From an optimization exercise on the open Yosys and OpenROAD flow, aimed at small area, a short achievable clock period and few clock cycles; shortcuts taken in it are not production practice. The RTL was checked by simulation tests, not by an equivalence proof against the original design. Power figures rest on the tool's default switching activity, not on a simulated workload.

==> design/flow/design.v <==
module monotonic_clock_overflow_tracker (
    input             clk,
    input             rst,               
    input             in_valid,
    output            in_ready,
    input             in_src,            
    input      [63:0] in_word,
    output reg        resp_valid,
    output     [63:0] resp_word,
    output reg        ntf_valid,
    output     [63:0] ntf_word,
    output     [23:0] cmp_value,
    output            cmp_armed,
    output     [31:0] pin_initialized,
    output     [31:0] pin_mode,
    output     [63:0] pin_pull,
    output     [31:0] pin_out_level,
    output     [31:0] pin_sense_toggle,
    output     [63:0] pin_irq_mode,
    output     [31:0] pin_evt_en,
    output     [95:0] pin_prio
);
    localparam [2:0] ST_OK = 3'd0, ST_STATE = 3'd1, ST_NORES = 3'd2,
                     ST_PARAM = 3'd3, ST_ILLEGAL = 3'd4;
    reg        ctr_run;
    reg [23:0] counter;
    reg [23:0] compare;
    reg        armed;
    reg [31:0] ts_base;
    reg [31:0] wk_cb;         
    reg        wk_nz;         
    reg        hw_ok;
    reg [31:0] pin_in;
    reg [7:0]  t_created;
    reg [7:0]  t_state;       
    reg [7:0]  t_set;         
    reg [7:0]  t_cbnz;        
    reg [31:0] t_cb      [0:7];
    reg [31:0] t_timeout [0:7];
    reg [43:0] t_rem     [0:7];
    reg [31:0] p_init, p_mode, p_evt, p_out, p_hnz;
    reg [1:0]  p_pull [0:31];
    reg [1:0]  p_irq  [0:31];
    reg [2:0]  p_prio [0:31];
    reg [31:0] handler [0:31];    
    reg [7:0]  ntf_pend;      
    reg [2:0]  r_status;
    reg [31:0] r_data;
    reg [1:0]  n_kind;
    reg [4:0]  n_index;
    reg [31:0] n_token;
    assign in_ready  = (ntf_pend == 8'd0);
    assign resp_word = {24'd0, 5'd0, r_status, r_data};
    assign ntf_word  = {8'hF0, 14'd0, n_kind, 3'd0, n_index, n_token};
    assign cmp_value        = compare;
    assign cmp_armed        = armed;
    assign pin_initialized  = p_init;
    assign pin_mode         = p_mode;
    assign pin_out_level    = p_out;
    assign pin_sense_toggle = p_init & ~p_mode;
    assign pin_evt_en       = p_evt;
    genvar gp;
    generate
        for (gp = 0; gp < 32; gp = gp + 1) begin : g_pin_out
            assign pin_pull[2*gp+1:2*gp]     = p_pull[gp];
            assign pin_irq_mode[2*gp+1:2*gp] = p_irq[gp];
            assign pin_prio[3*gp+2:3*gp]     = p_prio[gp];
        end
    endgenerate
    wire [7:0]  op     = in_word[63:56];
    wire [7:0]  f_idx  = in_word[39:32];
    wire [2:0]  f_h    = in_word[34:32];
    wire [4:0]  f_pin  = in_word[36:32];
    wire        f_mode = in_word[37];
    wire [1:0]  f_pull = in_word[39:38];
    wire        f_flag = in_word[40];
    wire [1:0]  f_edge = in_word[42:41];
    wire [2:0]  f_prio = in_word[50:48];
    wire [31:0] f_data = in_word[31:0];
    wire z55_51 = (in_word[55:51] == 5'd0);
    wire z50_48 = (in_word[50:48] == 3'd0);
    wire z47_43 = (in_word[47:43] == 5'd0);
    wire z42_41 = (in_word[42:41] == 2'd0);
    wire z40    = ~in_word[40];
    wire z39_37 = (in_word[39:37] == 3'd0);
    wire z36_32 = (in_word[36:32] == 5'd0);
    wire zd     = (in_word[31:0] == 32'd0);
    wire z55_43 = z55_51 & z50_48 & z47_43;
    wire z55_41 = z55_43 & z42_41;
    wire z55_40 = z55_41 & z40;
    wire fz_d  = z55_40 & z39_37 & z36_32;
    wire fz_z  = fz_d & zd;
    wire fz_c  = z55_41 & z39_37 & z36_32;
    wire fz_h  = z55_40 & zd;
    wire fz_hd = z55_40;
    wire fz_p  = z55_40 & z39_37 & zd;
    wire fz_pc = z55_41 & zd;
    wire fz_pw = z55_41 & z39_37 & zd;
    wire fz_pa = z55_51 & z47_43 & z40 & z39_37;
    wire fz_ep = z55_43 & z40 & z39_37 & zd;
    wire fz_f  = z55_41 & z39_37 & z36_32 & zd;
    reg cmd_legal;
    always @(*) begin
        case (op)
            8'h10, 8'h11, 8'h12, 8'h14, 8'h20, 8'h44: cmd_legal = fz_z;
            8'h13:                                    cmd_legal = fz_c;
            8'h21, 8'h30, 8'h31, 8'h40, 8'h45:        cmd_legal = fz_d;
            8'h41:                                    cmd_legal = fz_hd;
            8'h42, 8'h43:                             cmd_legal = fz_h;
            8'h50:                                    cmd_legal = fz_pc && (f_pull != 2'd3);
            8'h51:                                    cmd_legal = fz_pa && (f_edge != 2'd0);
            8'h52, 8'h54, 8'h55, 8'h56:               cmd_legal = fz_p;
            8'h53:                                    cmd_legal = fz_pw;
            default:                                  cmd_legal = 1'b0;
        endcase
    end
    reg ev_legal;
    always @(*) begin
        case (op)
            8'hE0, 8'hE1, 8'hEF: ev_legal = fz_z;
            8'hE2:               ev_legal = fz_ep && (f_edge == 2'd1 || f_edge == 2'd2);
            8'hE3:               ev_legal = fz_pw;
            8'hE4:               ev_legal = fz_f;
            default:             ev_legal = 1'b0;
        endcase
    end
    wire go  = in_valid & in_ready;
    wire cgo = go & ~in_src;                
    wire c   = cgo & cmd_legal;             
    wire e   = go & in_src & ev_legal;      
    wire [31:0] ts_now = ts_base + {11'd0, counter[23:3]};
    wire        h_valid = (f_idx[7:3] == 5'd0) && t_created[f_h];
    reg       slot_free;
    reg [2:0] slot_idx;
    integer   si;
    always @(*) begin
        slot_free = 1'b0;
        slot_idx  = 3'd0;
        for (si = 7; si >= 0; si = si - 1)
            if (!t_created[si]) begin
                slot_free = 1'b1;
                slot_idx  = si[2:0];
            end
    end
    wire        wk_toolong = (f_data[31:21] != 11'd0);
    wire [20:0] wk_d       = f_data[20:0];
    wire [21:0] wk_sum_hi  = {1'b0, counter[23:3]} + {1'b0, wk_d};
    wire [20:0] wk_alt_hi  = ~counter[23:3] + wk_d;
    wire [23:0] wk_target  = wk_sum_hi[21] ? {wk_alt_hi, ~counter[2:0]}
                                           : {wk_sum_hi[20:0], counter[2:0]};
    wire        tick_ovf  = (counter == 24'hFFFFFF);
    wire [23:0] tick_next = counter + 24'd1;
    wire [31:0] elapsed = (f_data < ts_now) ? ts_now - f_data : 32'd0;
    reg  [7:0] t_exp;
    integer ti;
    always @(*)
        for (ti = 0; ti < 8; ti = ti + 1)
            t_exp[ti] = t_state[ti] && (t_rem[ti][43:8] == 36'd0) && (t_rem[ti][7:0] < 8'd250);
    wire is_tmrtick = e & (op == 8'hE1);
    wire [7:0] ntf_src = ntf_pend | ({8{is_tmrtick}} & t_exp & t_cbnz);
    reg  [2:0] np_idx;
    integer ni;
    always @(*) begin
        np_idx = 3'd0;
        for (ni = 7; ni >= 0; ni = ni - 1)
            if (ntf_src[ni]) np_idx = ni[2:0];
    end
    wire [7:0] np_onehot = 8'd1 << np_idx;
    reg [2:0]  status;
    reg [31:0] rdata;
    always @(*) begin
        status = ST_OK;
        rdata  = 32'd0;
        if (!cmd_legal) status = ST_ILLEGAL;
        else case (op)
            8'h10: if (ctr_run) status = ST_STATE; else if (!hw_ok) status = ST_NORES;
            8'h11: rdata = {8'd0, counter};
            8'h12: rdata = 32'h00FFFFFF;
            8'h13: if (!ctr_run) status = ST_STATE;
            8'h20, 8'h44: rdata = ts_now;
            8'h30: if (!ctr_run) status = ST_STATE; else if (wk_toolong) status = ST_PARAM;
            8'h40: if (!slot_free) status = ST_NORES; else rdata = {29'd0, slot_idx};
            8'h41, 8'h43: if (!h_valid) status = ST_STATE;
            8'h42: if (!h_valid) status = ST_STATE; else if (!t_set[f_h]) status = ST_PARAM;
            8'h45: rdata = elapsed;
            8'h50: if (p_init[f_pin]) status = ST_STATE;
            8'h51: if (!p_init[f_pin] || p_mode[f_pin]) status = ST_STATE;
            8'h53, 8'h54: if (!p_init[f_pin] || !p_mode[f_pin]) status = ST_STATE;
            8'h55: if (!p_init[f_pin] || p_mode[f_pin]) status = ST_STATE;
                   else rdata = {31'd0, pin_in[f_pin]};
            8'h56: if (!p_init[f_pin]) status = ST_STATE;
            default: ;
        endcase
    end
    wire ok = c & (status == ST_OK);        
    wire ev_reset = e & (op == 8'hEF);
    wire do_tick  = e & (op == 8'hE0) & ctr_run;
    wire wk_fire  = do_tick & armed & (tick_next == compare) & wk_nz;
    wire irq_fire = e & (op == 8'hE2) & p_hnz[f_pin];
    always @(posedge clk) begin
        if (rst) begin
            resp_valid <= 1'b0;
            ntf_valid  <= 1'b0;
            r_status   <= 3'd0;
            r_data     <= 32'd0;
            n_kind     <= 2'd0;
            n_index    <= 5'd0;
            n_token    <= 32'd0;
        end else begin
            resp_valid <= cgo;
            if (cgo) begin
                r_status <= status;
                r_data   <= rdata;
            end
            ntf_valid <= wk_fire | irq_fire | (ntf_src != 8'd0);
            if (wk_fire) begin
                n_kind  <= 2'd1;
                n_index <= 5'd0;
                n_token <= wk_cb;
            end else if (irq_fire) begin
                n_kind  <= 2'd3;
                n_index <= f_pin;
                n_token <= handler[f_pin];
            end else if (ntf_src != 8'd0) begin
                n_kind  <= 2'd2;
                n_index <= {2'd0, np_idx};
                n_token <= t_cb[np_idx];
            end
        end
    end
    integer i;
    always @(posedge clk) begin
        if (rst || ev_reset) begin
            ctr_run   <= 1'b0;
            counter   <= 24'd0;
            compare   <= 24'd0;
            armed     <= 1'b0;
            ts_base   <= 32'd0;
            wk_nz     <= 1'b0;
            t_created <= 8'd0;
            t_state   <= 8'd0;
            t_set     <= 8'd0;
            ntf_pend  <= 8'd0;
            p_init    <= 32'd0;
            p_mode    <= 32'd0;
            p_evt     <= 32'd0;
            p_out     <= 32'd0;
            p_hnz     <= 32'd0;
            for (i = 0; i < 32; i = i + 1) begin
                p_pull[i] <= 2'd0;
                p_irq[i]  <= 2'd0;
                p_prio[i] <= 3'd0;
            end
            if (rst) begin
                hw_ok  <= 1'b0;
                pin_in <= 32'd0;
            end
        end else begin
            ntf_pend <= ntf_src & ~np_onehot;
            if (is_tmrtick)
                t_state <= t_state & ~t_exp;
            if (ok) begin
                case (op)
                8'h10: begin
                    ctr_run <= 1'b1;
                    counter <= 24'd0;
                    compare <= 24'd0;
                    armed   <= 1'b0;
                end
                8'h13: begin
                    compare <= f_data[23:0];
                    armed   <= f_flag;
                end
                8'h14: if (ctr_run) counter <= 24'hFFFFF0;
                8'h21: ts_base <= f_data;
                8'h30: begin
                    compare <= wk_target;
                    armed   <= 1'b1;
                end
                8'h31: wk_nz <= (f_data != 32'd0);
                8'h40: t_created[slot_idx] <= 1'b1;
                8'h41: t_set[f_h] <= 1'b1;
                8'h42: t_state[f_h] <= 1'b1;
                8'h43: t_state[f_h] <= 1'b0;
                8'h50: begin
                    p_init[f_pin] <= 1'b1;
                    p_mode[f_pin] <= f_mode;
                    p_pull[f_pin] <= f_pull;
                    p_out[f_pin]  <= f_mode & f_flag;
                end
                8'h51: begin
                    p_hnz[f_pin]  <= (f_data != 32'd0);
                    p_irq[f_pin]  <= f_edge;
                    p_prio[f_pin] <= f_prio;
                    p_evt[f_pin]  <= 1'b1;
                end
                8'h52: p_evt[f_pin] <= 1'b0;
                8'h53: p_out[f_pin] <= f_flag;
                8'h54: p_out[f_pin] <= ~p_out[f_pin];
                8'h56: begin
                    p_init[f_pin] <= 1'b0;
                    p_mode[f_pin] <= 1'b0;
                    p_pull[f_pin] <= 2'd0;
                    p_irq[f_pin]  <= 2'd0;
                    p_evt[f_pin]  <= 1'b0;
                    p_prio[f_pin] <= 3'd0;
                    p_out[f_pin]  <= 1'b0;
                end
                default: ;
                endcase
            end
            if (do_tick) begin
                counter <= tick_ovf ? 24'd0 : tick_next;
                if (tick_ovf) ts_base <= ts_base + 32'd2097151;
                if (armed && tick_next == compare) armed <= 1'b0;
            end
            if (e && op == 8'hE3) pin_in[f_pin] <= f_flag;
            if (e && op == 8'hE4) hw_ok <= f_flag;
        end
    end
    integer k;
    always @(posedge clk) begin
        if (ok && op == 8'h31) wk_cb <= f_data;
        if (ok && op == 8'h51) handler[f_pin] <= f_data;
        if (ok && op == 8'h40) begin
            t_cb[slot_idx]   <= f_data;
            t_cbnz[slot_idx] <= (f_data != 32'd0);
        end
        if (ok && op == 8'h41)
            t_timeout[f_h] <= (f_data < 32'd10) ? 32'd10 : f_data;
        for (k = 0; k < 8; k = k + 1) begin
            if (ok && op == 8'h42 && f_h == k)
                t_rem[k] <= {t_timeout[k], 12'd62};
            else if (is_tmrtick)
                t_rem[k] <= t_rem[k] - 44'd125;
        end
    end
endmodule
==> design/flow/run.sh <==
#!/bin/bash
# synth_recipe.tcl (not shown) runs the flow's synth.tcl, then flattens the netlist and writes it again
# the make line also repeats each setting of config.mk as NAME=value (left out here)
make -C /OpenROAD-flow-scripts/flow DESIGN_CONFIG=/design/flow/config.mk WORK_HOME=/design/flow/orfs CLKGATE_MAP_FILE= SYNTH_SCRIPT=/design/flow/synth_recipe.tcl finish
==> design/flow/config.mk <==
export PLATFORM = sky130hd
export DESIGN_NAME = monotonic_clock_overflow_tracker
export DESIGN_NICKNAME = monotonic_clock_overflow_tracker
export VERILOG_FILES = /design/flow/design.v
export SDC_FILE = /design/flow/constraint.sdc
export NUM_CORES = 4
export LEC_CHECK = 0
export CAP_MARGIN = 20
export CORE_MARGIN = 2
export CORE_UTILIZATION = 40
export SLEW_MARGIN = 20
==> design/flow/constraint.sdc <==
create_clock -name core_clock -period 10.0 [get_ports {clk}]
set_input_delay 2.0000 -clock core_clock [delete_from_list [all_inputs] [get_ports {clk}]]
set_output_delay 2.0000 -clock core_clock [all_outputs]
set_load 0.01 [all_outputs]
==> run summary <==
## stage by stage
stage                     cells  util [%]  worst slack [ps]
after floorplan            9012         -              1510
after global routing      13300      47.2              2520
final                     13300      47.2              2640
after CTS                 13300      47.2              2710
after global placement    12800      43.8              1940
after detailed placement  12800      44.0              1800
## area by class of cell
cell class              count  area (um2)  share of cell area (%)
repair buffers            806        7690                    5.95
clock inverters           113         936                   0.725
inverters                 152         571                   0.442
clock buffers             387        7930                    6.14
multi-input cells        5729       35800                    27.7
flip-flops and latches   2536       71700                    55.5
well taps                3589        4490                    3.48
diodes                     21        52.6                  0.0407
## logic make-up after synthesis
kind of cell	share of synthesized area [%]
compound gates	13.4
other cells	0.00684
xor+xnor	3.45
buf+inv	2.85
fa+ha+maj	1.38
mux	2.03
simple gates	11.6
flops	65.3
## power groups by stage
stage / Combinational, mW / Clock, mW / Sequential, mW
2_1_floorplan: 0.415 / 0 / 11.7
3_3_place_gp: 1.03 / 0 / 11.7
3_5_place_dp: 1.03 / 0 / 11.7
4_1_cts: 1.04 / 10.2 / 11.5
5_1_grt: 1.09 / 10.6 / 11.5
6_report: 1.07 / 10.2 / 11.5
## worst max path at each step
| stage | to | cells after the start | slack, ps | from |
|---|---|---|---|---|
| after floorplan | t_cb[3][0] | 20 | 1510 | in_word[32] |
| after global placement | n_token[25] | 16 | 1940 | in_word[33] |
| after detailed placement | n_token[25] | 16 | 1800 | in_word[33] |
| after CTS | n_token[25] | 16 | 2710 | in_word[33] |
| after global routing | t_cb[6][16] | 12 | 2520 | in_word[61] |
| final | p_prio[12][1] | 15 | 2640 | in_word[59] |
## synthesized netlist by cell type (63+ instances only)
cell	number
edfxtp_1	2089
nand2_1	824
nor2_1	772
o21ai_0	637
dfxtp_1	447
a22oi_1	442
clkbuf_1	427
a21oi_1	416
xnor2_1	265
nand3_1	196
nor3_1	188
nand4_1	174
xor2_1	167
inv_1	149
mux2i_1	126
nor4_1	118
ha_1	115
o211ai_1	102
a221oi_1	89
nor2b_1	87
a31oi_1	65
buf_4	63
## worst max-delay path: stages
cell and delay [ps]:
clkdlybuf4s50_1 960, or4b_1 980, a311o_1 370, nor4_1 630, nor2b_1 100, o32ai_1 750
a311o_1 390, nor3_4 120, buf_4 250, nand2_1 80, buf_4 420, nor2_1 150
nand2_1 120, buf_4 460, nor2_1 90
## flip-flops by register name (all words and copies together), names as in the netlist, 8 cells and up, named ones only
register,cells
t_cbnz,8
t_set,8
t_rem,352
p_out,32
t_cb,256
t_created,8
ntf_pend,8
ts_base,32
wk_cb,32
handler,1024
compare,24
n_token,32
p_irq,64
p_mode,32
p_hnz,32
pin_in,32
p_prio,96
counter,24
r_data,32
t_state,8
p_pull,64
t_timeout,256
## metal layers
layer | up-vias | share of wire, %
met4 | 12 | 5.6
met5 | - | 0.035
li1 | 35000 | -
met2 | 5188 | 44
met1 | 41000 | 39
met3 | 853 | 11
==> flow_summary.yaml <==
logic_synthesis:
  netlist_area_mm2: 0.110
  netlist.area_leader.share_pct: 57.1
  seq_area_frac_synth_pct: 65.3
  synth.distinct_cells: 102
  syn_inst: 8959
  synth_ff_type: "edfxtp_1"
  synth_warnings: 2
  synth_top_area_cell: "edfxtp_1"
  ys_seq_elements: 2536
  synth-edff-count: 2089
  synth_area_leaders: "edfxtp_1, dfxtp_1, a22oi_1, o21ai_0, nand2_1"
  async_flop_share_pct: 0
  syn_avg_cell_area_um2: 12.3
place:
  place_area_mm2: 0.120
  dp_hpwl_um: 282000
  io_buffer_count: 553
  place_congestion: 0.947
timing:
  fin_crit_sh_pct: 73.6
  finalHoldViolCount: 0
  skew_ps: 79.1
  fin_hold_ws_ps: 458
  tightest_slew_ps: 1230
  max_slew_margin_pct: 16.7
  rsz0062_at_grt: "false"
  period_minus_slack_ps: 7360
  fmax_ghz: 0.136
  finalSetupViolCount: 0
  finalMaxSlewViolations: 0
  setup_tns_ps: 0
global_route:
  use_met1_pct: 39.5
  grt_overflow: 0
  grt_usage_pct: 29.2
  grt_use_met3_pct: 6.32
  grt_pass1_wl_um: 585000
  met2_usage_pct: 44.3
  grt_max_degree: 178
  antenna_found_initial: 61
  grt.busiest_layer: "met2"
  grt_pass1_vias: 77000
finish:
  final_common_cell: "edfxtp_1"
  fillCellCount: 24100
  design_area_mm2: 0.129
  syn_to_final_growth_pct: 17.7
  drive_gt1_share_pct: 9.12
  nNetsFinal: 9703
  final_cell_mix: "edfxtp_1, nand2_1, nor2_1"
detailed_routing:
  drc_errors: 0
  vias: 82100
  drt_wl_total_um: 419000
  routed_via_density: 6.16
  ant_nets: 0
  firstDrtPassIters: 8
  drtIter0Drc: 12400
  routedWlPerCell_um: 31.4
clock_tree:
  post_cts_buffers: 0
  clock_path_buffers: 4
  clkTransAtPathRegs_ps: 60
  cts_sinks: 2536
  cts_root_buffer: "clkbuf_16"
  cts_tree: "yes"
  cts_buffers: 291
  h-tree-depth: 5
  ctsResizeCount: 0
  ctsHoldBuffers: 0
  clk-insertion-delay-late_ps: 960
power:
  p_sw_share_pct: 22.5
  p_int_mw: 17.6
  power_density_mw_per_mm2: 176
  leakagePower_nw: 44.6
  pwr-share-comb_pct: 4.7
  finalPower_mw: 22.7
  clockPowerShare_pct: 44.8
  max-vdd-ir-drop_mv: 0.193
  netSwitchingPower_mw: 5.11
  seq_power_share_pct: 50.5
worst_setup_path:
  cp.arrival_ps: 8030
  endpoint_kind: "flop"
  cp_max_fo: 33
  startpoint_type: "input port"
  rr_worst_depth: 24
  critPathRequiredTime_ps: 10670
  ff2ff_setup_slack_ps: 3380
  criticalPathCategory: "in2reg"
  timing.rr.end: "r_data[0]"
  r2r-start: "counter[5]"
floorplanning:
  initial_core_util_pct: 40.2
  dieArea_mm2: 0.279
  die_h_um: 528
  core_area_mm2: 0.273
  rows: 192
  die_w_um: 528
  io_pins: 608
hold_path:
  min_path_type: "reg2reg"
  min_path_cells: 2
  min_from: "r_data[13]"
  hold_end: "r_data[13]"
outcome:
  status: "timing/DRC/antenna clean"
job:
  drv_cap: 0
Testbench counts, summed over its fixed seeds: cycles 48,658.

-- separate check: timing with driven ports --
How much do the figures lean on ideal ports? The routed layout below was timed once more, with nothing changed but the port constraints.
Step 1: set_driving_cell puts a clkbuf_16 on clk and a buf_2 on each other input, an assumption about the parent block.
Step 2 moves the port delays by t, midway between the first and last clock arrival at a register: inputs arrive t later, outputs are due t later. That takes back most of the time a late clock gives input paths.
Three values: ideal ports, drivers, drivers and shift; two values: the first two.
t (ns): 1.011
setup slack, ns: 2.637 / 2.704 / 1.693
latest minus earliest clock arrival (ns): 0.085 / 0.084
worst register clock-pin slew, ns: 0.07 / 0.07
cell pins on the clock port's net: 1
After both steps setup and hold are still met in this run. The setup slack of this run moves by +0.067 ns with the drivers and by -0.944 ns with both steps.
